This design comes from an exercise in tuning for small area, a short achievable clock period and few clock cycles per item on the open sky130 flow, not from production work. Function was checked by simulation only, so behaviour that the tests miss may differ from the original. Power figures rest on the tool's default switching activity, not on a simulated workload.

===== design/flow/config.mk =====
export PLATFORM = sky130hd
export DESIGN_NAME = vs23_quantizer
export DESIGN_NICKNAME = vs23_quantizer
export VERILOG_FILES = /design/flow/design.v
export SDC_FILE = /design/flow/constraint.sdc
export NUM_CORES = 4
export LEC_CHECK = 0
export CAP_MARGIN = 20
export CORE_MARGIN = 2
export CORE_UTILIZATION = 30
export SETUP_SLACK_MARGIN = 5
export SLEW_MARGIN = 20
export SYNTH_HIERARCHICAL = 1
export SYNTH_MEMORY_MAX_BITS = 16384
export SYNTH_MINIMUM_KEEP_SIZE = 0

===== design/flow/constraint.sdc =====
create_clock -name core_clock -period 10.0 [get_ports {clk}]
set_input_delay 2.0000 -clock core_clock [delete_from_list [all_inputs] [get_ports {clk}]]
set_output_delay 2.0000 -clock core_clock [all_outputs]
set_load 0.01 [all_outputs]

===== design/flow/design.v =====
module vs23_quantizer (
    input  wire        clk,
    input  wire        rst,         
    input  wire        in_valid,
    output wire        in_ready,
    input  wire [23:0] in_rgb,      
    output wire        out_valid,
    input  wire        out_ready,
    output wire [7:0]  out_code,
    output wire        out_hit      
);
    reg [23:0] q;
    reg        v1, v2, rdy;
    wire       acc = in_valid & rdy;
    wire [7:0] r = q[23:16];
    wire [7:0] g = q[15:8];
    wire [7:0] b = q[7:0];
    wire r_gt_g, g_gt_r, g_gt_b, b_gt_g, r_gt_b, b_gt_r;
    vs23_cmp u_cmp_rg (.x(r), .y(g), .gt(r_gt_g), .lt(g_gt_r));
    vs23_cmp u_cmp_gb (.x(g), .y(b), .gt(g_gt_b), .lt(b_gt_g));
    vs23_cmp u_cmp_rb (.x(r), .y(b), .gt(r_gt_b), .lt(b_gt_r));
    reg [3:0] sector;
    always @(*) begin
        if      (!b_gt_r && b_gt_g) sector = 4'd1;    
        else if (!g_gt_r && g_gt_b) sector = 4'd2;    
        else if (!r_gt_b && r_gt_g) sector = 4'd3;    
        else if (!g_gt_b && g_gt_r) sector = 4'd4;    
        else if (!r_gt_g && r_gt_b) sector = 4'd5;    
        else if (!b_gt_g && b_gt_r) sector = 4'd6;    
        else if (r_gt_g)            sector = 4'd7;
        else if (g_gt_r)            sector = 4'd8;
        else if (b_gt_r)            sector = 4'd9;
        else                        sector = 4'd0;
    end
    wire [15:0] lyA, lyB;
    vs23_luma_csa u_csa (.r(r), .g(g), .b(b), .a(lyA), .b2(lyB));
    wire [216:0] l;
    wire [255:0] mn;
    wire        hit_s;
    wire [1:0]  hit_d;
    wire [7:0]  pc_a, pc_b;
    wire [31:0] hn, wn;
    vs23_pre   u_pre   (.q(q), .hn(hn), .wn(wn));
    vs23_lines u_lines (.hn(hn), .wn(wn), .l(l));
    vs23_match u_match (.l(l), .mn(mn));
    vs23_enc   u_enc   (.mn(mn), .hit_s(hit_s), .hit_d(hit_d), .pc_a(pc_a), .pc_b(pc_b));
    reg        s_hit_s;
    reg [1:0]  s_hit_d;
    reg [7:0]  s_pc_a, s_pc_b;
    reg [3:0]  s_sector;
    reg [15:0] s_lyA, s_lyB;
    wire [3:0] luma4;
    vs23_luma_add u_add (.a(s_lyA), .b(s_lyB), .y(luma4));
    wire       hit_d2 = s_hit_d[0] | s_hit_d[1];
    wire       hit2   = hit_d2 | s_hit_s;
    wire [7:0] pcode  = (s_pc_a | s_pc_b) ^ 8'hba;
    wire [8:0] res = {hit2, hit_d2 ? pcode : {s_sector, luma4}};
    reg [8:0] e0;
    reg [8:0] e1;
    reg [8:0] e2;
    reg [8:0] e3;
    reg [3:0] f;    
    wire pop  = f[0] & out_ready;
    wire push = v2;
    wire [3:0] f_next = (pop & ~push) ? {1'b0, f[3:1]} :
                         (push & ~pop) ? {f[2:0], 1'b1} : f;
    wire [2:0] n_base = {2'b0, f[0]} + {2'b0, f[1]} + {2'b0, f[2]} + {2'b0, f[3]} + {2'b0, v2} + {2'b0, v1};
    wire rdy_nopop_noacc = n_base < 3'd4;
    wire rdy_nopop_acc   = n_base < 3'd3;
    wire rdy_pop_noacc   = n_base < 3'd5;
    wire rdy_pop_acc     = n_base < 3'd4;
    wire rdy_next = pop ? (acc ? rdy_pop_acc : rdy_pop_noacc)
                        : (acc ? rdy_nopop_acc : rdy_nopop_noacc);
    always @(posedge clk) begin
        q        <= in_rgb;
        s_hit_s  <= hit_s;
        s_hit_d  <= hit_d;
        s_pc_a   <= pc_a;
        s_pc_b   <= pc_b;
        s_sector <= sector;
        s_lyA    <= lyA;
        s_lyB    <= lyB;
        e0 <= pop ? (f[1] ? e1 : res) : (f[0] ? e0 : res);
        e1 <= pop ? (f[2] ? e2 : res) : (f[1] ? e1 : res);
        e2 <= pop ? (f[3] ? e3 : res) : (f[2] ? e2 : res);
        e3 <= pop ? (1'b0 ? res : res) : (f[3] ? e3 : res);
        if (rst) begin
            v1  <= 1'b0;
            v2  <= 1'b0;
            rdy <= 1'b1;
            f   <= 4'd0;
        end else begin
            v1  <= acc;
            v2  <= v1;
            rdy <= rdy_next;
            f   <= f_next;
        end
    end
    assign in_ready  = rdy;
    assign out_valid = f[0];
    assign out_code  = e0[7:0];
    assign out_hit   = e0[8];
endmodule
module vs23_luma_csa (
    input  wire [7:0]  r,
    input  wire [7:0]  g,
    input  wire [7:0]  b,
    output wire [15:0] a,
    output wire [15:0] b2
);
    wire t1;
    wire t2;
    assign t1 = r[0] ^ r[3];
    assign t2 = r[0] & r[3];
    wire t3;
    wire t4;
    vs23_fa u_fa4 (.a(r[1]), .b(r[4]), .c(r[5]), .s(t3), .co(t4));
    wire t5;
    wire t6;
    vs23_fa u_fa6 (.a(g[0]), .b(g[3]), .c(g[5]), .s(t5), .co(t6));
    wire t7;
    wire t8;
    vs23_fa u_fa8 (.a(r[2]), .b(r[5]), .c(r[6]), .s(t7), .co(t8));
    wire t9;
    wire t10;
    assign t9 = g[1] ^ g[4];
    assign t10 = g[1] & g[4];
    wire t11;
    wire t12;
    vs23_fa u_fa12 (.a(r[3]), .b(r[6]), .c(r[7]), .s(t11), .co(t12));
    wire t13;
    wire t14;
    assign t13 = r[0] ^ r[1];
    assign t14 = r[0] & r[1];
    wire t15;
    wire t16;
    vs23_fa u_fa16 (.a(r[1]), .b(r[2]), .c(g[0]), .s(t15), .co(t16));
    wire t17;
    wire t18;
    vs23_fa u_fa18 (.a(g[2]), .b(g[3]), .c(b[0]), .s(t17), .co(t18));
    wire t19;
    wire t20;
    vs23_fa u_fa20 (.a(r[2]), .b(r[3]), .c(g[1]), .s(t19), .co(t20));
    wire t21;
    wire t22;
    vs23_fa u_fa22 (.a(g[3]), .b(g[4]), .c(b[1]), .s(t21), .co(t22));
    wire t23;
    wire t24;
    assign t23 = b[2] ^ b[3];
    assign t24 = b[2] & b[3];
    wire t25;
    wire t26;
    vs23_fa u_fa26 (.a(r[4]), .b(g[2]), .c(g[4]), .s(t25), .co(t26));
    wire t27;
    wire t28;
    vs23_fa u_fa28 (.a(g[5]), .b(b[2]), .c(b[3]), .s(t27), .co(t28));
    wire t29;
    wire t30;
    vs23_fa u_fa30 (.a(b[4]), .b(b[6]), .c(t1), .s(t29), .co(t30));
    wire t31;
    wire t32;
    vs23_fa u_fa32 (.a(g[6]), .b(b[3]), .c(b[4]), .s(t31), .co(t32));
    wire t33;
    wire t34;
    assign t33 = ~(b[5] ^ b[7]);
    assign t34 = b[5] | b[7];
    wire t35;
    wire t36;
    vs23_fa u_fa36 (.a(t3), .b(t5), .c(t2), .s(t35), .co(t36));
    wire t37;
    wire t38;
    vs23_fa u_fa38 (.a(g[6]), .b(g[7]), .c(b[4]), .s(t37), .co(t38));
    wire t39;
    wire t40;
    vs23_fa u_fa40 (.a(b[5]), .b(b[6]), .c(t7), .s(t39), .co(t40));
    wire t41;
    wire t42;
    vs23_fa u_fa42 (.a(t9), .b(t4), .c(t6), .s(t41), .co(t42));
    wire t43;
    wire t44;
    vs23_fa u_fa44 (.a(g[2]), .b(g[5]), .c(g[7]), .s(t43), .co(t44));
    wire t45;
    wire t46;
    vs23_fa u_fa46 (.a(b[5]), .b(b[6]), .c(b[7]), .s(t45), .co(t46));
    wire t47;
    wire t48;
    vs23_fa u_fa48 (.a(t11), .b(t8), .c(t10), .s(t47), .co(t48));
    wire t49;
    wire t50;
    vs23_fa u_fa50 (.a(r[4]), .b(r[7]), .c(g[3]), .s(t49), .co(t50));
    wire t51;
    wire t52;
    vs23_fa u_fa52 (.a(g[6]), .b(b[6]), .c(b[7]), .s(t51), .co(t52));
    wire t53;
    wire t54;
    assign t53 = r[0] ^ g[0];
    assign t54 = r[0] & g[0];
    wire t55;
    wire t56;
    vs23_fa u_fa56 (.a(g[1]), .b(g[2]), .c(b[0]), .s(t55), .co(t56));
    wire t57;
    wire t58;
    assign t57 = b[1] ^ b[3];
    assign t58 = b[1] & b[3];
    wire t59;
    wire t60;
    vs23_fa u_fa60 (.a(b[1]), .b(b[2]), .c(b[4]), .s(t59), .co(t60));
    wire t61;
    wire t62;
    vs23_fa u_fa62 (.a(t15), .b(t17), .c(t14), .s(t61), .co(t62));
    wire t63;
    wire t64;
    vs23_fa u_fa64 (.a(b[5]), .b(t19), .c(t21), .s(t63), .co(t64));
    wire t65;
    wire t66;
    vs23_fa u_fa66 (.a(t23), .b(t16), .c(t18), .s(t65), .co(t66));
    wire t67;
    wire t68;
    vs23_fa u_fa68 (.a(t25), .b(t27), .c(t29), .s(t67), .co(t68));
    wire t69;
    wire t70;
    vs23_fa u_fa70 (.a(t20), .b(t22), .c(t24), .s(t69), .co(t70));
    wire t71;
    wire t72;
    vs23_fa u_fa72 (.a(t31), .b(t33), .c(t35), .s(t71), .co(t72));
    wire t73;
    wire t74;
    vs23_fa u_fa74 (.a(t26), .b(t28), .c(t30), .s(t73), .co(t74));
    wire t75;
    wire t76;
    vs23_fa u_fa76 (.a(t37), .b(t39), .c(t41), .s(t75), .co(t76));
    wire t77;
    wire t78;
    vs23_fa u_fa78 (.a(t32), .b(t34), .c(t36), .s(t77), .co(t78));
    wire t79;
    wire t80;
    vs23_fa u_fa80 (.a(t43), .b(t45), .c(t47), .s(t79), .co(t80));
    wire t81;
    wire t82;
    vs23_fa u_fa82 (.a(t38), .b(t40), .c(t42), .s(t81), .co(t82));
    wire t83;
    wire t84;
    vs23_fa u_fa84 (.a(t12), .b(t49), .c(t51), .s(t83), .co(t84));
    wire t85;
    wire t86;
    vs23_fa u_fa86 (.a(t44), .b(t46), .c(t48), .s(t85), .co(t86));
    wire t87;
    wire t88;
    vs23_fa u_fa88 (.a(r[5]), .b(g[4]), .c(g[7]), .s(t87), .co(t88));
    wire t89;
    wire t90;
    vs23_fa u_fa90 (.a(b[7]), .b(t50), .c(t52), .s(t89), .co(t90));
    wire t91;
    wire t92;
    assign t91 = g[1] ^ b[0];
    assign t92 = g[1] & b[0];
    wire t93;
    wire t94;
    vs23_fa u_fa94 (.a(t13), .b(t55), .c(t57), .s(t93), .co(t94));
    wire t95;
    wire t96;
    vs23_fa u_fa96 (.a(t59), .b(t61), .c(t56), .s(t95), .co(t96));
    wire t97;
    wire t98;
    vs23_fa u_fa98 (.a(t63), .b(t65), .c(t60), .s(t97), .co(t98));
    wire t99;
    wire t100;
    vs23_fa u_fa100 (.a(t67), .b(t69), .c(t64), .s(t99), .co(t100));
    wire t101;
    wire t102;
    vs23_fa u_fa102 (.a(t71), .b(t73), .c(t68), .s(t101), .co(t102));
    wire t103;
    wire t104;
    vs23_fa u_fa104 (.a(t75), .b(t77), .c(t72), .s(t103), .co(t104));
    wire t105;
    wire t106;
    vs23_fa u_fa106 (.a(t79), .b(t81), .c(t76), .s(t105), .co(t106));
    wire t107;
    wire t108;
    vs23_fa u_fa108 (.a(t83), .b(t85), .c(t80), .s(t107), .co(t108));
    wire t109;
    wire t110;
    vs23_fa u_fa110 (.a(t87), .b(t89), .c(t84), .s(t109), .co(t110));
    wire t111;
    wire t112;
    vs23_fa u_fa112 (.a(r[6]), .b(g[5]), .c(t88), .s(t111), .co(t112));
    wire t113;
    wire t114;
    assign t113 = b[2] ^ t53;
    assign t114 = b[2] & t53;
    wire t115;
    wire t116;
    vs23_fa u_fa116 (.a(t54), .b(t93), .c(t92), .s(t115), .co(t116));
    wire t117;
    wire t118;
    vs23_fa u_fa118 (.a(t58), .b(t95), .c(t94), .s(t117), .co(t118));
    wire t119;
    wire t120;
    vs23_fa u_fa120 (.a(t62), .b(t97), .c(t96), .s(t119), .co(t120));
    wire t121;
    wire t122;
    vs23_fa u_fa122 (.a(t66), .b(t99), .c(t98), .s(t121), .co(t122));
    wire t123;
    wire t124;
    vs23_fa u_fa124 (.a(t70), .b(t101), .c(t100), .s(t123), .co(t124));
    wire t125;
    wire t126;
    vs23_fa u_fa126 (.a(t74), .b(t103), .c(t102), .s(t125), .co(t126));
    wire t127;
    wire t128;
    vs23_fa u_fa128 (.a(t78), .b(t105), .c(t104), .s(t127), .co(t128));
    wire t129;
    wire t130;
    vs23_fa u_fa130 (.a(t82), .b(t107), .c(t106), .s(t129), .co(t130));
    wire t131;
    wire t132;
    vs23_fa u_fa132 (.a(t86), .b(t109), .c(t108), .s(t131), .co(t132));
    wire t133;
    wire t134;
    vs23_fa u_fa134 (.a(t90), .b(t111), .c(t110), .s(t133), .co(t134));
    wire t135;
    wire t136;
    vs23_fa u_fa136 (.a(r[7]), .b(g[6]), .c(t112), .s(t135), .co(t136));
    assign a  = {1'b0, g[7], t135, t133, t131, t129, t127, t125, t123, t121, t119, t117, t115, t91, g[0], 1'b0};
    assign b2 = {1'b0, t136, t134, t132, t130, t128, t126, t124, t122, t120, t118, t116, t114, t113, b[1], 1'b0};
endmodule
module vs23_luma_add (
    input  wire [15:0] a,
    input  wire [15:0] b,
    output wire [3:0]  y
);
    wire [15:0] gg = a & b;
    wire [15:0] pp = a | b;
    wire [5:0] g2 = {gg[11] | (pp[11] & gg[10]), gg[9] | (pp[9] & gg[8]), gg[7] | (pp[7] & gg[6]),
                     gg[5] | (pp[5] & gg[4]), gg[3] | (pp[3] & gg[2]), gg[1] | (pp[1] & gg[0])};
    wire [5:0] p2 = {pp[11] & pp[10], pp[9] & pp[8], pp[7] & pp[6],
                     pp[5] & pp[4], pp[3] & pp[2], pp[1] & pp[0]};
    wire g4a = g2[5] | (p2[5] & g2[4]);
    wire p4a = p2[5] & p2[4];
    wire g4b = g2[3] | (p2[3] & g2[2]);
    wire p4b = p2[3] & p2[2];
    wire c12 = g4a | (p4a & (g4b | (p4b & (g2[1] | (p2[1] & g2[0])))));
    wire [3:0] s = a[15:12] + b[15:12] + {3'b0, c12};
    assign y = s;
endmodule
module vs23_cmp (
    input  wire [7:0] x,
    input  wire [7:0] y,
    output wire       gt,
    output wire       lt
);
    wire [7:0] g1 = x & ~y;
    wire [7:0] l1 = ~x & y;
    wire [3:0] g2, l2;
    wire [1:0] g4, l4;
    genvar i;
    generate
        for (i = 0; i < 4; i = i + 1) begin : lv2
            assign g2[i] = g1[2*i+1] | (~l1[2*i+1] & g1[2*i]);
            assign l2[i] = l1[2*i+1] | (~g1[2*i+1] & l1[2*i]);
        end
        for (i = 0; i < 2; i = i + 1) begin : lv4
            assign g4[i] = g2[2*i+1] | (~l2[2*i+1] & g2[2*i]);
            assign l4[i] = l2[2*i+1] | (~g2[2*i+1] & l2[2*i]);
        end
    endgenerate
    assign gt = g4[1] | (~l4[1] & g4[0]);
    assign lt = l4[1] | (~g4[1] & l4[0]);
endmodule
module vs23_fa (input wire a, input wire b, input wire c, output wire s, output wire co);
    assign s  = a ^ b ^ c;
    assign co = (a & b) | (a & c) | (b & c);
endmodule
module vs23_pre (input wire [23:0] q, output wire [31:0] hn, output wire [31:0] wn);
    wire [5:0] x0 = {q[23], q[11], q[10], q[8], q[2], q[1]};
    assign hn[7:0] = ~(8'd1 << x0[5:3]);
    assign wn[7:0] = ~(8'd1 << x0[2:0]);
    wire [5:0] x1 = {q[22], q[20], q[14], q[13], q[6], q[5]};
    assign hn[15:8] = ~(8'd1 << x1[5:3]);
    assign wn[15:8] = ~(8'd1 << x1[2:0]);
    wire [5:0] x2 = {q[21], q[19], q[15], q[12], q[7], q[3]};
    assign hn[23:16] = ~(8'd1 << x2[5:3]);
    assign wn[23:16] = ~(8'd1 << x2[2:0]);
    wire [5:0] x3 = {q[18], q[17], q[16], q[9], q[4], q[0]};
    assign hn[31:24] = ~(8'd1 << x3[5:3]);
    assign wn[31:24] = ~(8'd1 << x3[2:0]);
endmodule
module vs23_lines (input wire [31:0] hn, input wire [31:0] wn, output wire [216:0] l);
    assign l[0] = ~(hn[0] | wn[0]);    
    assign l[1] = ~(hn[0] | wn[1]);    
    assign l[2] = ~(hn[0] | wn[2]);    
    assign l[3] = ~(hn[0] | wn[3]);    
    assign l[4] = ~(hn[0] | wn[4]);    
    assign l[5] = ~(hn[0] | wn[5]);    
    assign l[6] = ~(hn[0] | wn[6]);    
    assign l[7] = ~(hn[1] | wn[0]);    
    assign l[8] = ~(hn[1] | wn[1]);    
    assign l[9] = ~(hn[1] | wn[2]);    
    assign l[10] = ~(hn[1] | wn[3]);    
    assign l[11] = ~(hn[1] | wn[4]);    
    assign l[12] = ~(hn[1] | wn[5]);    
    assign l[13] = ~(hn[1] | wn[6]);    
    assign l[14] = ~(hn[1] | wn[7]);    
    assign l[15] = ~(hn[2] | wn[1]);    
    assign l[16] = ~(hn[2] | wn[2]);    
    assign l[17] = ~(hn[2] | wn[3]);    
    assign l[18] = ~(hn[2] | wn[4]);    
    assign l[19] = ~(hn[2] | wn[5]);    
    assign l[20] = ~(hn[2] | wn[6]);    
    assign l[21] = ~(hn[2] | wn[7]);    
    assign l[22] = ~(hn[3] | wn[0]);    
    assign l[23] = ~(hn[3] | wn[2]);    
    assign l[24] = ~(hn[3] | wn[3]);    
    assign l[25] = ~(hn[3] | wn[4]);    
    assign l[26] = ~(hn[3] | wn[5]);    
    assign l[27] = ~(hn[3] | wn[6]);    
    assign l[28] = ~(hn[3] | wn[7]);    
    assign l[29] = ~(hn[4] | wn[0]);    
    assign l[30] = ~(hn[4] | wn[4]);    
    assign l[31] = ~(hn[4] | wn[5]);    
    assign l[32] = ~(hn[4] | wn[6]);    
    assign l[33] = ~(hn[4] | wn[7]);    
    assign l[34] = ~(hn[5] | wn[0]);    
    assign l[35] = ~(hn[5] | wn[1]);    
    assign l[36] = ~(hn[5] | wn[2]);    
    assign l[37] = ~(hn[5] | wn[3]);    
    assign l[38] = ~(hn[5] | wn[4]);    
    assign l[39] = ~(hn[5] | wn[5]);    
    assign l[40] = ~(hn[5] | wn[6]);    
    assign l[41] = ~(hn[5] | wn[7]);    
    assign l[42] = ~(hn[6] | wn[0]);    
    assign l[43] = ~(hn[6] | wn[1]);    
    assign l[44] = ~(hn[6] | wn[2]);    
    assign l[45] = ~(hn[6] | wn[3]);    
    assign l[46] = ~(hn[6] | wn[4]);    
    assign l[47] = ~(hn[6] | wn[5]);    
    assign l[48] = ~(hn[6] | wn[6]);    
    assign l[49] = ~(hn[6] | wn[7]);    
    assign l[50] = ~(hn[7] | wn[0]);    
    assign l[51] = ~(hn[7] | wn[1]);    
    assign l[52] = ~(hn[7] | wn[2]);    
    assign l[53] = ~(hn[7] | wn[3]);    
    assign l[54] = ~(hn[7] | wn[4]);    
    assign l[55] = ~(hn[7] | wn[5]);    
    assign l[56] = ~(hn[7] | wn[6]);    
    assign l[57] = ~(hn[7] | wn[7]);    
    assign l[58] = ~(hn[8] | wn[8]);    
    assign l[59] = ~(hn[8] | wn[9]);    
    assign l[60] = ~(hn[8] | wn[10]);    
    assign l[61] = ~(hn[8] | wn[11]);    
    assign l[62] = ~(hn[8] | wn[12]);    
    assign l[63] = ~(hn[8] | wn[13]);    
    assign l[64] = ~(hn[8] | wn[14]);    
    assign l[65] = ~(hn[8] | wn[15]);    
    assign l[66] = ~(hn[9] | wn[10]);    
    assign l[67] = ~(hn[9] | wn[11]);    
    assign l[68] = ~(hn[9] | wn[12]);    
    assign l[69] = ~(hn[9] | wn[13]);    
    assign l[70] = ~(hn[9] | wn[14]);    
    assign l[71] = ~(hn[9] | wn[15]);    
    assign l[72] = ~(hn[10] | wn[8]);    
    assign l[73] = ~(hn[10] | wn[9]);    
    assign l[74] = ~(hn[10] | wn[10]);    
    assign l[75] = ~(hn[10] | wn[11]);    
    assign l[76] = ~(hn[10] | wn[12]);    
    assign l[77] = ~(hn[10] | wn[13]);    
    assign l[78] = ~(hn[10] | wn[14]);    
    assign l[79] = ~(hn[10] | wn[15]);    
    assign l[80] = ~(hn[11] | wn[9]);    
    assign l[81] = ~(hn[11] | wn[12]);    
    assign l[82] = ~(hn[11] | wn[13]);    
    assign l[83] = ~(hn[11] | wn[14]);    
    assign l[84] = ~(hn[11] | wn[15]);    
    assign l[85] = ~(hn[12] | wn[8]);    
    assign l[86] = ~(hn[12] | wn[9]);    
    assign l[87] = ~(hn[12] | wn[10]);    
    assign l[88] = ~(hn[12] | wn[11]);    
    assign l[89] = ~(hn[12] | wn[12]);    
    assign l[90] = ~(hn[12] | wn[13]);    
    assign l[91] = ~(hn[12] | wn[14]);    
    assign l[92] = ~(hn[12] | wn[15]);    
    assign l[93] = ~(hn[13] | wn[8]);    
    assign l[94] = ~(hn[13] | wn[10]);    
    assign l[95] = ~(hn[13] | wn[11]);    
    assign l[96] = ~(hn[13] | wn[12]);    
    assign l[97] = ~(hn[13] | wn[13]);    
    assign l[98] = ~(hn[13] | wn[14]);    
    assign l[99] = ~(hn[13] | wn[15]);    
    assign l[100] = ~(hn[14] | wn[8]);    
    assign l[101] = ~(hn[14] | wn[10]);    
    assign l[102] = ~(hn[14] | wn[13]);    
    assign l[103] = ~(hn[15] | wn[8]);    
    assign l[104] = ~(hn[15] | wn[9]);    
    assign l[105] = ~(hn[15] | wn[10]);    
    assign l[106] = ~(hn[15] | wn[11]);    
    assign l[107] = ~(hn[15] | wn[15]);    
    assign l[108] = ~(hn[16] | wn[16]);    
    assign l[109] = ~(hn[16] | wn[17]);    
    assign l[110] = ~(hn[16] | wn[18]);    
    assign l[111] = ~(hn[16] | wn[19]);    
    assign l[112] = ~(hn[16] | wn[20]);    
    assign l[113] = ~(hn[16] | wn[21]);    
    assign l[114] = ~(hn[16] | wn[22]);    
    assign l[115] = ~(hn[16] | wn[23]);    
    assign l[116] = ~(hn[17] | wn[16]);    
    assign l[117] = ~(hn[17] | wn[17]);    
    assign l[118] = ~(hn[17] | wn[18]);    
    assign l[119] = ~(hn[17] | wn[19]);    
    assign l[120] = ~(hn[17] | wn[20]);    
    assign l[121] = ~(hn[17] | wn[21]);    
    assign l[122] = ~(hn[17] | wn[22]);    
    assign l[123] = ~(hn[17] | wn[23]);    
    assign l[124] = ~(hn[18] | wn[18]);    
    assign l[125] = ~(hn[18] | wn[20]);    
    assign l[126] = ~(hn[18] | wn[21]);    
    assign l[127] = ~(hn[19] | wn[17]);    
    assign l[128] = ~(hn[19] | wn[18]);    
    assign l[129] = ~(hn[19] | wn[19]);    
    assign l[130] = ~(hn[19] | wn[20]);    
    assign l[131] = ~(hn[19] | wn[21]);    
    assign l[132] = ~(hn[19] | wn[22]);    
    assign l[133] = ~(hn[19] | wn[23]);    
    assign l[134] = ~(hn[20] | wn[16]);    
    assign l[135] = ~(hn[20] | wn[18]);    
    assign l[136] = ~(hn[20] | wn[19]);    
    assign l[137] = ~(hn[20] | wn[20]);    
    assign l[138] = ~(hn[20] | wn[21]);    
    assign l[139] = ~(hn[20] | wn[22]);    
    assign l[140] = ~(hn[20] | wn[23]);    
    assign l[141] = ~(hn[21] | wn[16]);    
    assign l[142] = ~(hn[21] | wn[17]);    
    assign l[143] = ~(hn[21] | wn[18]);    
    assign l[144] = ~(hn[21] | wn[21]);    
    assign l[145] = ~(hn[21] | wn[22]);    
    assign l[146] = ~(hn[21] | wn[23]);    
    assign l[147] = ~(hn[22] | wn[16]);    
    assign l[148] = ~(hn[22] | wn[17]);    
    assign l[149] = ~(hn[22] | wn[18]);    
    assign l[150] = ~(hn[22] | wn[19]);    
    assign l[151] = ~(hn[22] | wn[20]);    
    assign l[152] = ~(hn[22] | wn[21]);    
    assign l[153] = ~(hn[22] | wn[22]);    
    assign l[154] = ~(hn[22] | wn[23]);    
    assign l[155] = ~(hn[23] | wn[17]);    
    assign l[156] = ~(hn[23] | wn[18]);    
    assign l[157] = ~(hn[23] | wn[19]);    
    assign l[158] = ~(hn[23] | wn[20]);    
    assign l[159] = ~(hn[23] | wn[21]);    
    assign l[160] = ~(hn[23] | wn[22]);    
    assign l[161] = ~(hn[23] | wn[23]);    
    assign l[162] = ~(hn[24] | wn[24]);    
    assign l[163] = ~(hn[24] | wn[25]);    
    assign l[164] = ~(hn[24] | wn[26]);    
    assign l[165] = ~(hn[24] | wn[27]);    
    assign l[166] = ~(hn[24] | wn[28]);    
    assign l[167] = ~(hn[24] | wn[29]);    
    assign l[168] = ~(hn[25] | wn[24]);    
    assign l[169] = ~(hn[25] | wn[25]);    
    assign l[170] = ~(hn[25] | wn[26]);    
    assign l[171] = ~(hn[25] | wn[27]);    
    assign l[172] = ~(hn[25] | wn[28]);    
    assign l[173] = ~(hn[25] | wn[29]);    
    assign l[174] = ~(hn[25] | wn[30]);    
    assign l[175] = ~(hn[25] | wn[31]);    
    assign l[176] = ~(hn[26] | wn[24]);    
    assign l[177] = ~(hn[26] | wn[25]);    
    assign l[178] = ~(hn[26] | wn[26]);    
    assign l[179] = ~(hn[26] | wn[27]);    
    assign l[180] = ~(hn[26] | wn[28]);    
    assign l[181] = ~(hn[26] | wn[29]);    
    assign l[182] = ~(hn[26] | wn[30]);    
    assign l[183] = ~(hn[26] | wn[31]);    
    assign l[184] = ~(hn[27] | wn[25]);    
    assign l[185] = ~(hn[27] | wn[27]);    
    assign l[186] = ~(hn[27] | wn[28]);    
    assign l[187] = ~(hn[27] | wn[29]);    
    assign l[188] = ~(hn[27] | wn[31]);    
    assign l[189] = ~(hn[28] | wn[24]);    
    assign l[190] = ~(hn[28] | wn[25]);    
    assign l[191] = ~(hn[28] | wn[26]);    
    assign l[192] = ~(hn[28] | wn[27]);    
    assign l[193] = ~(hn[28] | wn[28]);    
    assign l[194] = ~(hn[28] | wn[30]);    
    assign l[195] = ~(hn[28] | wn[31]);    
    assign l[196] = ~(hn[29] | wn[24]);    
    assign l[197] = ~(hn[29] | wn[25]);    
    assign l[198] = ~(hn[29] | wn[27]);    
    assign l[199] = ~(hn[29] | wn[28]);    
    assign l[200] = ~(hn[29] | wn[29]);    
    assign l[201] = ~(hn[29] | wn[30]);    
    assign l[202] = ~(hn[29] | wn[31]);    
    assign l[203] = ~(hn[30] | wn[25]);    
    assign l[204] = ~(hn[30] | wn[26]);    
    assign l[205] = ~(hn[30] | wn[27]);    
    assign l[206] = ~(hn[30] | wn[28]);    
    assign l[207] = ~(hn[30] | wn[29]);    
    assign l[208] = ~(hn[30] | wn[30]);    
    assign l[209] = ~(hn[30] | wn[31]);    
    assign l[210] = ~(hn[31] | wn[24]);    
    assign l[211] = ~(hn[31] | wn[26]);    
    assign l[212] = ~(hn[31] | wn[27]);    
    assign l[213] = ~(hn[31] | wn[28]);    
    assign l[214] = ~(hn[31] | wn[29]);    
    assign l[215] = ~(hn[31] | wn[30]);    
    assign l[216] = ~(hn[31] | wn[31]);    
endmodule
module vs23_match (input wire [216:0] l, output wire [255:0] mn);
    assign mn[0] = ~(l[0] & l[58] & l[108] & l[162]);    
    assign mn[1] = ~(l[2] & l[63] & l[116] & l[165]);    
    assign mn[2] = ~(l[19] & l[68] & l[116] & l[170]);    
    assign mn[3] = ~(l[18] & l[69] & l[121] & l[175]);    
    assign mn[4] = ~(l[14] & l[60] & l[113] & l[215]);    
    assign mn[5] = ~(l[17] & l[61] & l[114] & l[213]);    
    assign mn[6] = ~(l[3] & l[63] & l[129] & l[163]);    
    assign mn[7] = ~(l[8] & l[66] & l[126] & l[195]);    
    assign mn[8] = ~(l[16] & l[66] & l[127] & l[196]);    
    assign mn[9] = ~(l[13] & l[60] & l[124] & l[208]);    
    assign mn[10] = ~(l[4] & l[72] & l[112] & l[171]);    
    assign mn[11] = ~(l[24] & l[81] & l[112] & l[174]);    
    assign mn[12] = ~(l[28] & l[81] & l[112] & l[174]);    
    assign mn[13] = ~(l[28] & l[82] & l[112] & l[172]);    
    assign mn[14] = ~(l[28] & l[84] & l[112] & l[172]);    
    assign mn[15] = ~(l[26] & l[84] & l[113] & l[173]);    
    assign mn[16] = ~(l[1] & l[73] & l[116] & l[171]);    
    assign mn[17] = ~(l[0] & l[73] & l[117] & l[170]);    
    assign mn[18] = ~(l[2] & l[73] & l[117] & l[171]);    
    assign mn[19] = ~(l[8] & l[75] & l[109] & l[177]);    
    assign mn[20] = ~(l[12] & l[73] & l[108] & l[179]);    
    assign mn[21] = ~(l[12] & l[75] & l[108] & l[179]);    
    assign mn[22] = ~(l[10] & l[72] & l[111] & l[183]);    
    assign mn[23] = ~(l[10] & l[73] & l[111] & l[181]);    
    assign mn[24] = ~(l[14] & l[73] & l[111] & l[181]);    
    assign mn[25] = ~(l[14] & l[75] & l[111] & l[181]);    
    assign mn[26] = ~(l[12] & l[75] & l[110] & l[182]);    
    assign mn[27] = ~(l[16] & l[82] & l[110] & l[179]);    
    assign mn[28] = ~(l[27] & l[75] & l[123] & l[197]);    
    assign mn[29] = ~(l[8] & l[74] & l[111] & l[208]);    
    assign mn[30] = ~(l[11] & l[84] & l[121] & l[206]);    
    assign mn[31] = ~(l[9] & l[76] & l[127] & l[182]);    
    assign mn[32] = ~(l[1] & l[82] & l[132] & l[187]);    
    assign mn[33] = ~(l[0] & l[82] & l[133] & l[186]);    
    assign mn[34] = ~(l[4] & l[82] & l[133] & l[186]);    
    assign mn[35] = ~(l[5] & l[82] & l[133] & l[187]);    
    assign mn[36] = ~(l[10] & l[83] & l[132] & l[185]);    
    assign mn[37] = ~(l[14] & l[81] & l[130] & l[185]);    
    assign mn[38] = ~(l[14] & l[82] & l[130] & l[184]);    
    assign mn[39] = ~(l[14] & l[84] & l[130] & l[184]);    
    assign mn[40] = ~(l[1] & l[63] & l[134] & l[180]);    
    assign mn[41] = ~(l[11] & l[66] & l[137] & l[213]);    
    assign mn[42] = ~(l[28] & l[68] & l[145] & l[214]);    
    assign mn[43] = ~(l[26] & l[68] & l[146] & l[213]);    
    assign mn[44] = ~(l[27] & l[68] & l[146] & l[213]);    
    assign mn[45] = ~(l[28] & l[68] & l[146] & l[214]);    
    assign mn[46] = ~(l[3] & l[60] & l[147] & l[165]);    
    assign mn[47] = ~(l[0] & l[60] & l[148] & l[164]);    
    assign mn[48] = ~(l[0] & l[61] & l[148] & l[162]);    
    assign mn[49] = ~(l[0] & l[61] & l[148] & l[164]);    
    assign mn[50] = ~(l[21] & l[65] & l[154] & l[174]);    
    assign mn[51] = ~(l[21] & l[65] & l[154] & l[175]);    
    assign mn[52] = ~(l[25] & l[62] & l[151] & l[168]);    
    assign mn[53] = ~(l[23] & l[63] & l[152] & l[172]);    
    assign mn[54] = ~(l[23] & l[65] & l[153] & l[174]);    
    assign mn[55] = ~(l[24] & l[65] & l[153] & l[175]);    
    assign mn[56] = ~(l[25] & l[65] & l[154] & l[174]);    
    assign mn[57] = ~(l[26] & l[65] & l[154] & l[175]);    
    assign mn[58] = ~(l[18] & l[64] & l[160] & l[183]);    
    assign mn[59] = ~(l[3] & l[77] & l[138] & l[162]);    
    assign mn[60] = ~(l[5] & l[77] & l[137] & l[188]);    
    assign mn[61] = ~(l[9] & l[79] & l[138] & l[207]);    
    assign mn[62] = ~(l[10] & l[79] & l[138] & l[207]);    
    assign mn[63] = ~(l[7] & l[79] & l[137] & l[208]);    
    assign mn[64] = ~(l[9] & l[79] & l[137] & l[209]);    
    assign mn[65] = ~(l[13] & l[79] & l[137] & l[209]);    
    assign mn[66] = ~(l[12] & l[79] & l[138] & l[208]);    
    assign mn[67] = ~(l[15] & l[79] & l[138] & l[205]);    
    assign mn[68] = ~(l[19] & l[78] & l[137] & l[203]);    
    assign mn[69] = ~(l[19] & l[74] & l[146] & l[205]);    
    assign mn[70] = ~(l[21] & l[80] & l[161] & l[184]);    
    assign mn[71] = ~(l[11] & l[78] & l[155] & l[191]);    
    assign mn[72] = ~(l[7] & l[78] & l[155] & l[194]);    
    assign mn[73] = ~(l[7] & l[76] & l[157] & l[194]);    
    assign mn[74] = ~(l[7] & l[77] & l[157] & l[193]);    
    assign mn[75] = ~(l[7] & l[79] & l[157] & l[193]);    
    assign mn[76] = ~(l[11] & l[77] & l[156] & l[194]);    
    assign mn[77] = ~(l[12] & l[77] & l[156] & l[194]);    
    assign mn[78] = ~(l[15] & l[77] & l[156] & l[192]);    
    assign mn[79] = ~(l[17] & l[72] & l[148] & l[208]);    
    assign mn[80] = ~(l[16] & l[73] & l[150] & l[206]);    
    assign mn[81] = ~(l[0] & l[76] & l[154] & l[203]);    
    assign mn[82] = ~(l[9] & l[94] & l[108] & l[169]);    
    assign mn[83] = ~(l[11] & l[95] & l[108] & l[171]);    
    assign mn[84] = ~(l[11] & l[93] & l[110] & l[169]);    
    assign mn[85] = ~(l[12] & l[93] & l[110] & l[168]);    
    assign mn[86] = ~(l[13] & l[93] & l[110] & l[168]);    
    assign mn[87] = ~(l[9] & l[93] & l[110] & l[172]);    
    assign mn[88] = ~(l[7] & l[93] & l[111] & l[173]);    
    assign mn[89] = ~(l[11] & l[93] & l[111] & l[173]);    
    assign mn[90] = ~(l[5] & l[96] & l[119] & l[176]);    
    assign mn[91] = ~(l[1] & l[96] & l[119] & l[181]);    
    assign mn[92] = ~(l[6] & l[96] & l[119] & l[180]);    
    assign mn[93] = ~(l[4] & l[96] & l[118] & l[183]);    
    assign mn[94] = ~(l[9] & l[97] & l[119] & l[179]);    
    assign mn[95] = ~(l[10] & l[97] & l[119] & l[178]);    
    assign mn[96] = ~(l[10] & l[97] & l[119] & l[179]);    
    assign mn[97] = ~(l[7] & l[98] & l[118] & l[176]);    
    assign mn[98] = ~(l[9] & l[94] & l[108] & l[189]);    
    assign mn[99] = ~(l[18] & l[89] & l[117] & l[190]);    
    assign mn[100] = ~(l[23] & l[88] & l[121] & l[200]);    
    assign mn[101] = ~(l[19] & l[92] & l[115] & l[208]);    
    assign mn[102] = ~(l[19] & l[88] & l[117] & l[205]);    
    assign mn[103] = ~(l[6] & l[85] & l[120] & l[204]);    
    assign mn[104] = ~(l[27] & l[95] & l[120] & l[213]);    
    assign mn[105] = ~(l[17] & l[91] & l[133] & l[163]);    
    assign mn[106] = ~(l[5] & l[99] & l[130] & l[198]);    
    assign mn[107] = ~(l[20] & l[103] & l[121] & l[181]);    
    assign mn[108] = ~(l[20] & l[105] & l[122] & l[183]);    
    assign mn[109] = ~(l[23] & l[105] & l[122] & l[179]);    
    assign mn[110] = ~(l[27] & l[103] & l[123] & l[179]);    
    assign mn[111] = ~(l[22] & l[105] & l[123] & l[181]);    
    assign mn[112] = ~(l[25] & l[103] & l[121] & l[181]);    
    assign mn[113] = ~(l[26] & l[103] & l[121] & l[180]);    
    assign mn[114] = ~(l[26] & l[103] & l[121] & l[182]);    
    assign mn[115] = ~(l[18] & l[104] & l[118] & l[187]);    
    assign mn[116] = ~(l[13] & l[105] & l[112] & l[198]);    
    assign mn[117] = ~(l[8] & l[101] & l[126] & l[171]);    
    assign mn[118] = ~(l[9] & l[101] & l[132] & l[182]);    
    assign mn[119] = ~(l[28] & l[107] & l[129] & l[180]);    
    assign mn[120] = ~(l[7] & l[97] & l[138] & l[178]);    
    assign mn[121] = ~(l[11] & l[97] & l[138] & l[179]);    
    assign mn[122] = ~(l[8] & l[97] & l[138] & l[182]);    
    assign mn[123] = ~(l[12] & l[97] & l[138] & l[183]);    
    assign mn[124] = ~(l[11] & l[98] & l[137] & l[180]);    
    assign mn[125] = ~(l[11] & l[96] & l[139] & l[180]);    
    assign mn[126] = ~(l[12] & l[96] & l[139] & l[181]);    
    assign mn[127] = ~(l[16] & l[96] & l[139] & l[176]);    
    assign mn[128] = ~(l[10] & l[99] & l[134] & l[206]);    
    assign mn[129] = ~(l[10] & l[91] & l[150] & l[177]);    
    assign mn[130] = ~(l[27] & l[85] & l[161] & l[176]);    
    assign mn[131] = ~(l[0] & l[98] & l[160] & l[190]);    
    assign mn[132] = ~(l[2] & l[97] & l[160] & l[215]);    
    assign mn[133] = ~(l[6] & l[102] & l[141] & l[198]);    
    assign mn[134] = ~(l[14] & l[107] & l[137] & l[216]);    
    assign mn[135] = ~(l[17] & l[104] & l[152] & l[165]);    
    assign mn[136] = ~(l[22] & l[101] & l[155] & l[182]);    
    assign mn[137] = ~(l[14] & l[100] & l[148] & l[216]);    
    assign mn[138] = ~(l[9] & l[105] & l[149] & l[211]);    
    assign mn[139] = ~(l[29] & l[67] & l[108] & l[164]);    
    assign mn[140] = ~(l[54] & l[71] & l[115] & l[193]);    
    assign mn[141] = ~(l[44] & l[69] & l[123] & l[203]);    
    assign mn[142] = ~(l[44] & l[71] & l[123] & l[203]);    
    assign mn[143] = ~(l[42] & l[71] & l[122] & l[204]);    
    assign mn[144] = ~(l[46] & l[69] & l[120] & l[204]);    
    assign mn[145] = ~(l[46] & l[71] & l[120] & l[204]);    
    assign mn[146] = ~(l[48] & l[71] & l[120] & l[205]);    
    assign mn[147] = ~(l[47] & l[71] & l[121] & l[204]);    
    assign mn[148] = ~(l[43] & l[71] & l[121] & l[209]);    
    assign mn[149] = ~(l[30] & l[71] & l[114] & l[212]);    
    assign mn[150] = ~(l[42] & l[58] & l[129] & l[162]);    
    assign mn[151] = ~(l[31] & l[69] & l[126] & l[196]);    
    assign mn[152] = ~(l[44] & l[67] & l[131] & l[208]);    
    assign mn[153] = ~(l[36] & l[61] & l[127] & l[214]);    
    assign mn[154] = ~(l[32] & l[80] & l[113] & l[187]);    
    assign mn[155] = ~(l[57] & l[80] & l[128] & l[166]);    
    assign mn[156] = ~(l[46] & l[72] & l[133] & l[171]);    
    assign mn[157] = ~(l[42] & l[72] & l[124] & l[196]);    
    assign mn[158] = ~(l[31] & l[82] & l[130] & l[202]);    
    assign mn[159] = ~(l[37] & l[83] & l[131] & l[198]);    
    assign mn[160] = ~(l[39] & l[81] & l[133] & l[197]);    
    assign mn[161] = ~(l[35] & l[81] & l[133] & l[200]);    
    assign mn[162] = ~(l[39] & l[81] & l[133] & l[200]);    
    assign mn[163] = ~(l[43] & l[83] & l[130] & l[198]);    
    assign mn[164] = ~(l[43] & l[84] & l[130] & l[197]);    
    assign mn[165] = ~(l[44] & l[84] & l[130] & l[196]);    
    assign mn[166] = ~(l[57] & l[77] & l[133] & l[210]);    
    assign mn[167] = ~(l[37] & l[68] & l[136] & l[167]);    
    assign mn[168] = ~(l[42] & l[61] & l[142] & l[172]);    
    assign mn[169] = ~(l[46] & l[61] & l[142] & l[172]);    
    assign mn[170] = ~(l[50] & l[61] & l[142] & l[168]);    
    assign mn[171] = ~(l[51] & l[61] & l[142] & l[169]);    
    assign mn[172] = ~(l[53] & l[61] & l[142] & l[168]);    
    assign mn[173] = ~(l[57] & l[61] & l[142] & l[168]);    
    assign mn[174] = ~(l[54] & l[61] & l[141] & l[171]);    
    assign mn[175] = ~(l[51] & l[61] & l[141] & l[174]);    
    assign mn[176] = ~(l[56] & l[67] & l[143] & l[171]);    
    assign mn[177] = ~(l[37] & l[69] & l[146] & l[170]);    
    assign mn[178] = ~(l[44] & l[65] & l[135] & l[211]);    
    assign mn[179] = ~(l[45] & l[65] & l[135] & l[211]);    
    assign mn[180] = ~(l[42] & l[65] & l[136] & l[211]);    
    assign mn[181] = ~(l[42] & l[65] & l[136] & l[212]);    
    assign mn[182] = ~(l[43] & l[65] & l[136] & l[211]);    
    assign mn[183] = ~(l[47] & l[65] & l[136] & l[212]);    
    assign mn[184] = ~(l[43] & l[64] & l[135] & l[214]);    
    assign mn[185] = ~(l[48] & l[64] & l[135] & l[213]);    
    assign mn[186] = ~(l[47] & l[64] & l[151] & l[166]);    
    assign mn[187] = ~(l[33] & l[70] & l[147] & l[168]);    
    assign mn[188] = ~(l[36] & l[69] & l[149] & l[177]);    
    assign mn[189] = ~(l[43] & l[63] & l[157] & l[180]);    
    assign mn[190] = ~(l[37] & l[66] & l[157] & l[179]);    
    assign mn[191] = ~(l[37] & l[71] & l[153] & l[186]);    
    assign mn[192] = ~(l[42] & l[59] & l[155] & l[200]);    
    assign mn[193] = ~(l[57] & l[70] & l[148] & l[205]);    
    assign mn[194] = ~(l[44] & l[77] & l[137] & l[176]);    
    assign mn[195] = ~(l[47] & l[83] & l[134] & l[179]);    
    assign mn[196] = ~(l[51] & l[75] & l[145] & l[180]);    
    assign mn[197] = ~(l[35] & l[76] & l[134] & l[214]);    
    assign mn[198] = ~(l[57] & l[77] & l[160] & l[171]);    
    assign mn[199] = ~(l[47] & l[77] & l[161] & l[188]);    
    assign mn[200] = ~(l[31] & l[74] & l[148] & l[189]);    
    assign mn[201] = ~(l[40] & l[72] & l[152] & l[192]);    
    assign mn[202] = ~(l[45] & l[72] & l[155] & l[202]);    
    assign mn[203] = ~(l[41] & l[85] & l[114] & l[170]);    
    assign mn[204] = ~(l[52] & l[96] & l[118] & l[169]);    
    assign mn[205] = ~(l[49] & l[92] & l[108] & l[193]);    
    assign mn[206] = ~(l[53] & l[92] & l[108] & l[189]);    
    assign mn[207] = ~(l[53] & l[90] & l[110] & l[189]);    
    assign mn[208] = ~(l[53] & l[90] & l[110] & l[191]);    
    assign mn[209] = ~(l[50] & l[90] & l[111] & l[191]);    
    assign mn[210] = ~(l[50] & l[90] & l[111] & l[192]);    
    assign mn[211] = ~(l[56] & l[92] & l[110] & l[190]);    
    assign mn[212] = ~(l[54] & l[92] & l[111] & l[189]);    
    assign mn[213] = ~(l[57] & l[91] & l[120] & l[201]);    
    assign mn[214] = ~(l[50] & l[94] & l[109] & l[209]);    
    assign mn[215] = ~(l[51] & l[86] & l[126] & l[177]);    
    assign mn[216] = ~(l[51] & l[87] & l[130] & l[177]);    
    assign mn[217] = ~(l[37] & l[93] & l[125] & l[187]);    
    assign mn[218] = ~(l[31] & l[93] & l[127] & l[186]);    
    assign mn[219] = ~(l[52] & l[94] & l[129] & l[189]);    
    assign mn[220] = ~(l[43] & l[98] & l[130] & l[208]);    
    assign mn[221] = ~(l[41] & l[93] & l[126] & l[211]);    
    assign mn[222] = ~(l[49] & l[104] & l[123] & l[164]);    
    assign mn[223] = ~(l[49] & l[104] & l[123] & l[165]);    
    assign mn[224] = ~(l[45] & l[103] & l[122] & l[167]);    
    assign mn[225] = ~(l[49] & l[105] & l[121] & l[167]);    
    assign mn[226] = ~(l[53] & l[105] & l[121] & l[163]);    
    assign mn[227] = ~(l[53] & l[105] & l[121] & l[165]);    
    assign mn[228] = ~(l[51] & l[106] & l[120] & l[162]);    
    assign mn[229] = ~(l[55] & l[106] & l[120] & l[163]);    
    assign mn[230] = ~(l[41] & l[104] & l[116] & l[191]);    
    assign mn[231] = ~(l[52] & l[101] & l[127] & l[162]);    
    assign mn[232] = ~(l[38] & l[100] & l[126] & l[199]);    
    assign mn[233] = ~(l[56] & l[105] & l[133] & l[198]);    
    assign mn[234] = ~(l[54] & l[94] & l[140] & l[172]);    
    assign mn[235] = ~(l[50] & l[88] & l[140] & l[186]);    
    assign mn[236] = ~(l[56] & l[95] & l[139] & l[194]);    
    assign mn[237] = ~(l[31] & l[99] & l[143] & l[190]);    
    assign mn[238] = ~(l[46] & l[88] & l[134] & l[197]);    
    assign mn[239] = ~(l[34] & l[99] & l[144] & l[202]);    
    assign mn[240] = ~(l[54] & l[88] & l[158] & l[170]);    
    assign mn[241] = ~(l[50] & l[86] & l[159] & l[174]);    
    assign mn[242] = ~(l[51] & l[86] & l[159] & l[174]);    
    assign mn[243] = ~(l[53] & l[86] & l[159] & l[175]);    
    assign mn[244] = ~(l[50] & l[87] & l[158] & l[172]);    
    assign mn[245] = ~(l[51] & l[87] & l[158] & l[172]);    
    assign mn[246] = ~(l[53] & l[87] & l[158] & l[173]);    
    assign mn[247] = ~(l[51] & l[87] & l[159] & l[172]);    
    assign mn[248] = ~(l[44] & l[93] & l[158] & l[182]);    
    assign mn[249] = ~(l[53] & l[99] & l[157] & l[206]);    
    assign mn[250] = ~(l[48] & l[86] & l[149] & l[212]);    
    assign mn[251] = ~(l[38] & l[106] & l[135] & l[202]);    
    assign mn[252] = ~(l[53] & l[102] & l[152] & l[178]);    
    assign mn[253] = ~(l[44] & l[102] & l[156] & l[208]);    
    assign mn[254] = ~(l[53] & l[106] & l[147] & l[215]);    
    assign mn[255] = ~(l[57] & l[107] & l[161] & l[216]);    
endmodule
module vs23_enc (input wire [255:0] mn, output wire hit_s, output wire [1:0] hit_d,
                 output wire [7:0] pc_a, output wire [7:0] pc_b);
    assign hit_s = ~&(mn | ~256'h8200020008000080200000009041004900140004000000001040010000000401);
    assign hit_d[0] = ~&(mn | ~256'h000000000000000000000000000000001febfffbffffffffefbffefffffffbfe);
    assign hit_d[1] = ~&(mn | ~256'h7dfffdfff7ffff7fdfffffff6fbeffb6e0000000000000000000000000000000);
    assign pc_a[0] = ~&(mn | ~256'h00000000000000000000000000000000050812eb1f6a55076885fcb5304ab354);
    assign pc_b[0] = ~&(mn | ~256'h34a31169173f525c8d140ade008817a638000000000000000000000000000000);
    assign pc_a[1] = ~&(mn | ~256'h0000000000000000000000000000000499e39ef9a072a30922ab04416e430a20);
    assign pc_b[1] = ~&(mn | ~256'h0054a801b35f0f479ce5d1cd25244c9000000000000000000000000000000000);
    assign pc_a[2] = ~&(mn | ~256'h0000000000000000000000000000000016e031d0a10cd439698e82059acb817c);
    assign pc_b[2] = ~&(mn | ~256'h192344f9859b3475d0184e622d0c1c2480000000000000000000000000000000);
    assign pc_a[3] = ~&(mn | ~256'h00000000000000000000000000000000000be4b2544e93d94c208637f59293c8);
    assign pc_b[3] = ~&(mn | ~256'h5018fd689512b87e8637252105048b9007000000000000000000000000000000);
    assign pc_a[4] = ~&(mn | ~256'h000000000000000000000000000000001ea3d938aa7e1f66051388c86f62810c);
    assign pc_b[4] = ~&(mn | ~256'h09d9bc261098f03d5c79670a6f30c68240000000000000000000000000000000);
    assign pc_a[5] = ~&(mn | ~256'h000000000000000000000000000000000000593a52a64eeaee15c07e00453b6a);
    assign pc_b[5] = ~&(mn | ~256'h00b0208c0241fb045aa3044f03960032fde88000000000000000000000000000);
    assign pc_a[6] = ~&(mn | ~256'h00000000000000000000000000000000004922909f0ed98e0b8fd0487255ba0a);
    assign pc_b[6] = ~&(mn | ~256'h25e4e18e7431017100c943336824712254800000000000000000000000000000);
    assign pc_a[7] = ~&(mn | ~256'h0000000000000000000000000000000006c19e191122fa1401942c55cec38950);
    assign pc_b[7] = ~&(mn | ~256'h5110b01fb03c3c0a9142f902602ae404f0000000000000000000000000000000);
endmodule

===== design/flow/flow/run.sh =====
#!/bin/bash
set -euo pipefail
bash standard.sh SETUP_SLACK_MARGIN=7.0 cts > standard_flow_cts.log 2>&1
bash standard.sh SETUP_SLACK_MARGIN=7.3 finish > standard_flow_finish.log 2>&1

===== design/flow/standard.sh =====
#!/bin/bash
# synth_recipe.tcl (not shown) runs the flow's synth.tcl, then flattens the netlist and writes it again
# the make line also repeats each setting of config.mk as NAME=value (left out here)
make -C /OpenROAD-flow-scripts/flow DESIGN_CONFIG=/design/flow/config.mk WORK_HOME=/design/flow/orfs CLKGATE_MAP_FILE= SYNTH_SCRIPT=/design/flow/synth_recipe.tcl "${@:-finish}"

==> flow_summary.yaml, run 1 <==
synthesis:
  synth_edf_count: 9
  synthTopCellsByArea: "dfxtp_1 20%, nand4_1 19%, fa_1 11%"
  yosys.area.top_type_share_pct: 20.3
  yosysTopAreaCell: "dfxtp_1"
  yosysMostFrequentCell: "nand4_1"
  synth_common_cells: "335 x nand4_1, 281 x nor2_1, 113 x dfxtp_1, 81 x nand2_1, 66 x nand3_1"
  synth_area_mm2: 0.0112
  synthCells: 1453
  yosysSeqAreaShare_pct: 22.7
  synth_cell_types: 61
  syn_avg_cell_area_um2: 7.68
  synth_warnings: 7
  synth_flop_cell: "dfxtp_1"
  ys_ff_latch: 122
  async_flop_share_pct: 0
sta:
  min_period_over_period_pct: 30.3
  max_freq_mhz: 330
  tightest_slew_ns: 0.875
  rsz0062_at_grt: "yes"
  drv_slew: 0
  maxSlewHeadroom_pct: 41.5
  finalCriticalPeriod_ns: 3.03
  hold_violations: 0
  final.setup.tns_ns: 0
  fin_hold_ws_ns: 0.477
  finalSetupViolations: 0
  fin_skew_ns: 0.0212
critical_path:
  r2r-start: "q[22]"
  r2r_end: "s_pc_b[0]"
  crit_end: "s_pc_b[0]"
  path_max_fanout: 8
  crit_type: "reg2reg"
  required_ns: 10.34
  worstRegToRegCells: 8
  critPathLaunch: "q[22]"
  rrSetupSlack_ns: 6.97
  endpoint_kind: "flip-flop"
  worstPathArrival_ns: 3.37
  startpoint_type: "flip-flop"
grt:
  grt_max_degree: 19
  gr-total-overflow: 0
  grtUsageTotal_pct: 39.4
  grt_pass1_vias: 13684
  antenna_found_initial: 0
  grt_pass1_wl_um: 106000
floorplanning:
  io_pins: 39
  die_h_um: 197
  rows: 70
  floorplan.die.width_um: 197
  start_util_pct: 30.5
  dieArea_mm2: 0.0388
  core-area_mm2: 0.0366
finish:
  fillers: 3842
  n_antenna_cell: 0
  finalCoreUtilization_pct: 37.5
  drive_gt1_share_pct: 24.3
  fin_area_mm2: 0.0137
  nets: 1637
  area_delta_synth_final_pct: 22.9
pwr:
  power.leakage_uw: 0.00556
  total_power_uw: 2080
  switching_share_pct: 35.7
  power.density_mw_per_mm2: 151
  p_int_uw: 1330
  seq_power_share_pct: 33.8
  power_switching_uw: 742
  vdd_drop_max_mv: 0.0976
  power_frac_comb_pct: 36.5
  p_clk_share_pct: 29.7
route:
  met2WireLength_um: 32900
  finalWirelength_um: 77500
  drc: 0
  wl_per_cell_um: 38.5
  route.met3.wl_um: 9490
  highest_layer: "met4"
  routed_via_density: 7.08
  first_pass_iters: 8
  via_count: 14241
  ant_nets: 0
  wl_met1_um: 26900
  initialDrtViolationCount: 2253
worst_hold_path:
  hp-class: "reg2reg"
cts:
  clk_path_buf_depth: 2
  clkLatencyLatePin_ns: 0.45
  hold_buffers: 0
  path_clk_slew_ns: 0.07
  clock-root-buffer: "clkbuf_16"
  cts_tree: "yes"
  clock-sinks: 122
  cts_buffers: 17
  htree_levels: 4
placement:
  port_buffers: 38
  dp_hpwl_um: 57800
  finalWeightedCongestion: 1.11
  dpl_cell_area_mm2: 0.0116
status:
  outcome: "timing/DRC/antenna clean"
job:
  maxCapViolations: 0
flip-flops by register name, indices dropped and copies added, names as in the netlist:
signal    flops
e0            9
e1            9
e2            9
e3            9
f             4
q            24
rdy           1
s_hit_d       2
s_hit_s       1
s_lyA        16
s_lyB        16
s_pc_a        8
s_pc_b        8
s_sector      4
v1            1
v2            1
worst min-delay path by stage:
stage / cells past startpoint / from / to / slack, ns
CTS: 2 / e3[0] / e3[0] / 0.47
global placement: 2 / e3[6] / e3[6] / 0.44
global route: 2 / e3[6] / e3[6] / 0.51
detailed placement: 2 / e3[0] / e3[0] / 0.45
floorplan: 2 / e3[0] / e3[0] / 0.43
finish: 2 / e3[6] / e3[6] / 0.48
worst max-delay path, stage by stage, from the launching register on:
cell and delay [ns]:
dfxtp_4 0.39, buf_4 0.17, or3_1 0.55, nor2_1 0.66, nand4_1 0.44, nand3_1 0.29
nor4_2 0.08, nand3_1 0.08, or4_1 0.27
layout by cell type (no fill, tap or decap), types with 28 or more instances in the layout:
cell	Yosys	layout
fa_1	64	57
nor3_1	35	33
nor2_1	281	203
buf_4	41	100
dfxtp_1	113	81
nor2_2	0	51
inv_1	32	30
nor2_4	1	28
a21oi_1	46	38
nand2_1	81	78
nand3_1	66	60
nand4_1	335	335
Yosys stat by module (local to each module, per instance), excerpt:
module / flip-flops and latches / cell area, µm² / cells inside
vs23_fa: 0 / 20.0 / 1
vs23_luma_add: 0 / 274 / 36
vs23_enc: 0 / 1590 / 294
vs23_luma_csa: 0 / 372 / 46
vs23_pre: 0 / 480 / 64
vs23_quantizer: 122 / 3750 / 333
vs23_match: 0 / 1810 / 292
vs23_cmp: 0 / 224 / 31
per-stage QoR:
stage                     setup slack, ns  std cells
after global placement               5.90       1885
final                                6.97       2012
after CTS                            7.00       1952
after global routing                 6.97       2012
after detailed placement             5.83       1885
after floorplan                      7.00       1456
power by group through the flow:
| stage | logic (µW) | registers, µW | clock network, µW |
|---|---|---|---|
| global placement | 615 | 712 | 0 |
| global route | 829 | 712 | 649 |
| floorplan | 542 | 694 | 0 |
| CTS | 652 | 701 | 626 |
| finish | 758 | 701 | 617 |
| detailed placement | 641 | 715 | 0 |
logic make-up (layout without fill, tap and decap cells):
group                      after synthesis  count (layout)  synth area share [%]
other                                    1               4                0.0336
and+or+nand+nor                        949             950                  45.5
xor gates and xnor gates                 3               3                 0.235
adders and majority gates               96              96                  14.9
AOI/OAI and AO/OA                      136             136                  7.75
DFF                                    122             122                  22.7
muxes                                   12              12                  1.30
buffers and inverters                  134             221                  7.63
repair_timing:
action	4_1_cts	5_1_grt
cloned	2	0
pin swaps	4	40
gates resized for setup	101	171
endpoints found under the setup margin	76	79
buffers inserted	33	60
routing by layer:
metal  vias to the layer above  global-route usage (%)
met5                         -                   0.639
li1                       5625                       -
met2                      1272                    60.6
met3                       496                    14.8
met1                      6848                    42.9
met4                         0                    33.7
final cells by class:
type                            instances  area (µm²)  area share (%)
Timing Repair Buffer                  152        1310            9.58
Clock buffer                           24         503            3.67
Multi-Input combinational cell       1201        8450            61.6
Timing Repair inverter                  1        6.26          0.0456
Sequential cell                       122        2630            19.2
Clock inverter                          8        82.6           0.602
Tap cell                              468         586            4.27
Inverter                               36         143            1.04
Testbench counts, summed over its fixed seeds: cycles 4,824, items 4,800.
==> inputs of run 2 (changes only) <==
==> design/flow/flow/run.sh (replaced) <==
#!/bin/bash
set -euo pipefail
bash standard.sh SETUP_SLACK_MARGIN=6.5 cts > standard_flow_cts.log 2>&1
bash standard.sh SETUP_SLACK_MARGIN=7.3 finish > standard_flow_finish.log 2>&1
==> flow_summary.yaml, run 2 <==
status:
  outcome: "timing/DRC/antenna clean"
sta:
  maxSlewHeadroom_pct: 45.0
  finalCriticalPeriod_ns: 3.05
  drv_slew: 0
  setup_ws_ns: 6.95
  max_freq_mhz: 328
  rsz0062_at_grt: "yes"
  fin_skew_ns: 0.0102
  tightest_slew_ns: 0.821
  min_period_over_period_pct: 30.5
  final.setup.tns_ns: 0
  hold_violations: 0
  finalSetupViolations: 0
synthesis:
  synth_common_cells: "335 x nand4_1, 281 x nor2_1, 113 x dfxtp_1, 81 x nand2_1, 66 x nand3_1"
  yosys.area.top_type_share_pct: 20.3
  synth_edf_count: 9
  async_flop_share_pct: 0
  synthCells: 1453
  syn_avg_cell_area_um2: 7.68
  synthTopCellsByArea: "dfxtp_1 20%, nand4_1 19%, fa_1 11%"
  synth_warnings: 7
  synth_area_mm2: 0.0112
  synth_flop_cell: "dfxtp_1"
  synth_cell_types: 61
  yosysSeqAreaShare_pct: 22.7
  yosysMostFrequentCell: "nand4_1"
  ys_ff_latch: 122
  yosysTopAreaCell: "dfxtp_1"
critical_path:
  worstRegToRegCells: 8
  critPathSlowestCell: "or4_1"
  startpoint_type: "flip-flop"
  crit_cells: 8
  worstPathArrival_ns: 3.30
  crit_type: "reg2reg"
  path_max_fanout: 7
  critPathMostFrequentCell: "nand4_1"
  cp_cell_sequence: "buf_4 > nand3_1 > nor2_1 > nand4_1 > nand4_1 > nor4_1 > nand4_1 > or4_1"
  required_ns: 10.25
  crit_buf_inv: 1
  critPathTopFamily: "simple AND/OR/NAND/NOR gates"
  slowest_delay_ns: 0.70
  endpoint_kind: "flip-flop"
floorplanning:
  start_util_pct: 30.5
  die_h_um: 197
  floorplan.die.width_um: 197
  io_pins: 39
  dieArea_mm2: 0.0388
  core-area_mm2: 0.0366
  rows: 70
finish:
  drive_gt1_share_pct: 26.2
  largest_reg_flops: 24
  finalCoreUtilization_pct: 38.1
  reg_top3: "q x24, s_lyA x16, s_lyB x16"
  top_register: "q"
  nets: 1659
  final_common_cell: "nand4_1"
  mostFrequentLayoutCells: "335 x nand4_1, 207 x nor2_1, 118 x buf_4"
  fin_cells: 2036
  area_delta_synth_final_pct: 24.8
  fin_area_mm2: 0.0139
pwr:
  power.leakage_uw: 0.00569
  vdd_drop_max_mv: 0.0859
  power.density_mw_per_mm2: 149
cts:
  clkLatencyLatePin_ns: 0.43
  cts_tree: "yes"
  clock-root-buffer: "clkbuf_16"
  cts_buffers: 17
  hold_buffers: 0
  clk_path_buf_depth: 2
  path_clk_slew_ns: 0.06
  htree_levels: 4
  clock-sinks: 122
route:
  first_pass_iters: 9
  initialDrtViolationCount: 2179
  routed_via_density: 6.92
  wl_per_cell_um: 36.5
  ant_nets: 0
  drc: 0
  finalWirelength_um: 74200
  via_count: 14096
grt:
  gr-total-overflow: 0
  grt_pass1_wl_um: 101000
  grt_pass1_vias: 13484
  antenna_found_initial: 6
  grt_max_degree: 24
  grtUsageTotal_pct: 37.5
placement:
  post-place-ws_ns: 5.57
  port_buffers: 38
  dp_cells: 1888
  finalWeightedCongestion: 1.18
  dp_hpwl_um: 56100
  dpl_cell_area_mm2: 0.0116
worst_hold_path:
  worstHoldPathCells: 0
  hp-class: "reg2reg"
job:
  maxCapViolations: 0
## run 2: modules after synthesis (local to each module, per instance)
module	cells	area (µm²)	flops+latches
vs23_lines	236	1030	0
vs23_pre	64	480	0
vs23_luma_add	36	274	0
vs23_luma_csa	46	372	0
vs23_match	292	1810	0
vs23_cmp	31	224	0
vs23_quantizer	333	3750	122
vs23_enc	294	1590	0
vs23_fa	1	20.0	0
## run 2: per-stage QoR
step                      hold WS [ns]  total power, µW
after floorplan                  0.425             1240
after CTS                        0.477             1950
after global routing             0.498             2190
final                            0.484             2070
after global placement           0.442             1330
after detailed placement         0.458             1350
## run 2: cell families (layout without fill, tap and decap cells)
logic type / Yosys count / count (layout) / synth area share (%)
other: 1 / 6 / 0.0336
buffers and inverters: 134 / 243 / 7.63
AND/OR/NAND/NOR: 949 / 950 / 45.5
AO/OA/AOI/OAI: 136 / 136 / 7.75
multiplexers: 12 / 12 / 1.30
flip-flops: 122 / 122 / 22.7
XOR/XNOR: 3 / 3 / 0.235
adder cells (fa/ha/maj): 96 / 96 / 14.9
## run 2: what timing repair did
item                       4_1_cts  5_1_grt
buffers inserted                 4      107
gates cloned                     1        1
hold endpoints to repair         0        0
gates resized for setup         18      268
pin swaps                        0       54
setup endpoints to repair       33      102
## run 2: layer usage
metal | global-route usage (%) | up-vias | wire length, µm
li1 | - | 5674 | -
met1 | 42.1 | 6777 | 26400
met2 | 56.6 | 1168 | 31200
met3 | 13.3 | 471 | 8450
met4 | 32.3 | 6 | 8070
met5 | 1.02 | - | 74
## run 2: worst paths after layout
path	start	to	slack (ns)
max	q[21]	s_hit_d[1]	6.95
min	q[1]	s_lyB[1]	0.48
max reg2reg	q[21]	s_hit_d[1]	6.95
min reg2reg	q[1]	s_lyB[1]	0.48
## run 2: power by group
| part | internal [µW] | switching (µW) | total, µW |
|---|---|---|---|
| logic | 365 | 420 | 784 |
| clock network | 347 | 236 | 583 |
| registers | 618 | 87.8 | 706 |
| total | 1330 | 743 | 2070 |
## run 2: layout make-up
type	instances	area, µm²
Fill cell	3877	22700
Multi-Input combinational cell	1201	8480
Sequential cell	122	2640
Timing Repair Buffer	174	1520
Tap cell	468	586
Clock buffer	18	439
Inverter	36	139
Clock inverter	14	120
Timing Repair inverter	1	5.00
Antenna cell	2	5.00

## afterwards: timing with drivers on the ports
The flow's constraints put no driver on any port. The routed layouts listed below were extracted and timed again, unchanged, in two steps.
Step 1 (the two cells are an assumption about what drives the block):
set clk [get_ports {clk}]
set_driving_cell -lib_cell sky130_fd_sc_hd__clkbuf_16 $clk
set_driving_cell -lib_cell sky130_fd_sc_hd__buf_2 [delete_from_list [all_inputs] $clk]
Step 2 also shifts input and output timing later by t, the mid clock arrival at the registers, as if the neighbouring blocks saw the same clock.
Slacks: ideal / step 1 / step 2; pairs: ideal / step 1.
| run | shift t [ns] | setup WS [ns] | slew at the worst register clock pin (ns) | pins driven straight from the clock port |
|---|---|---|---|---|
| run 1 | 0.490 | 6.969 / 6.969 / 6.969 | 0.07 / 0.07 | 1 |
| run 2 | 0.476 | 6.950 / 6.950 / 6.816 | 0.06 / 0.06 | 1 |
After both steps setup and hold are still met in every run listed. For run 2, which loses most, drivers alone change the setup slack by 0.000 ns; drivers and shift together by -0.134 ns.
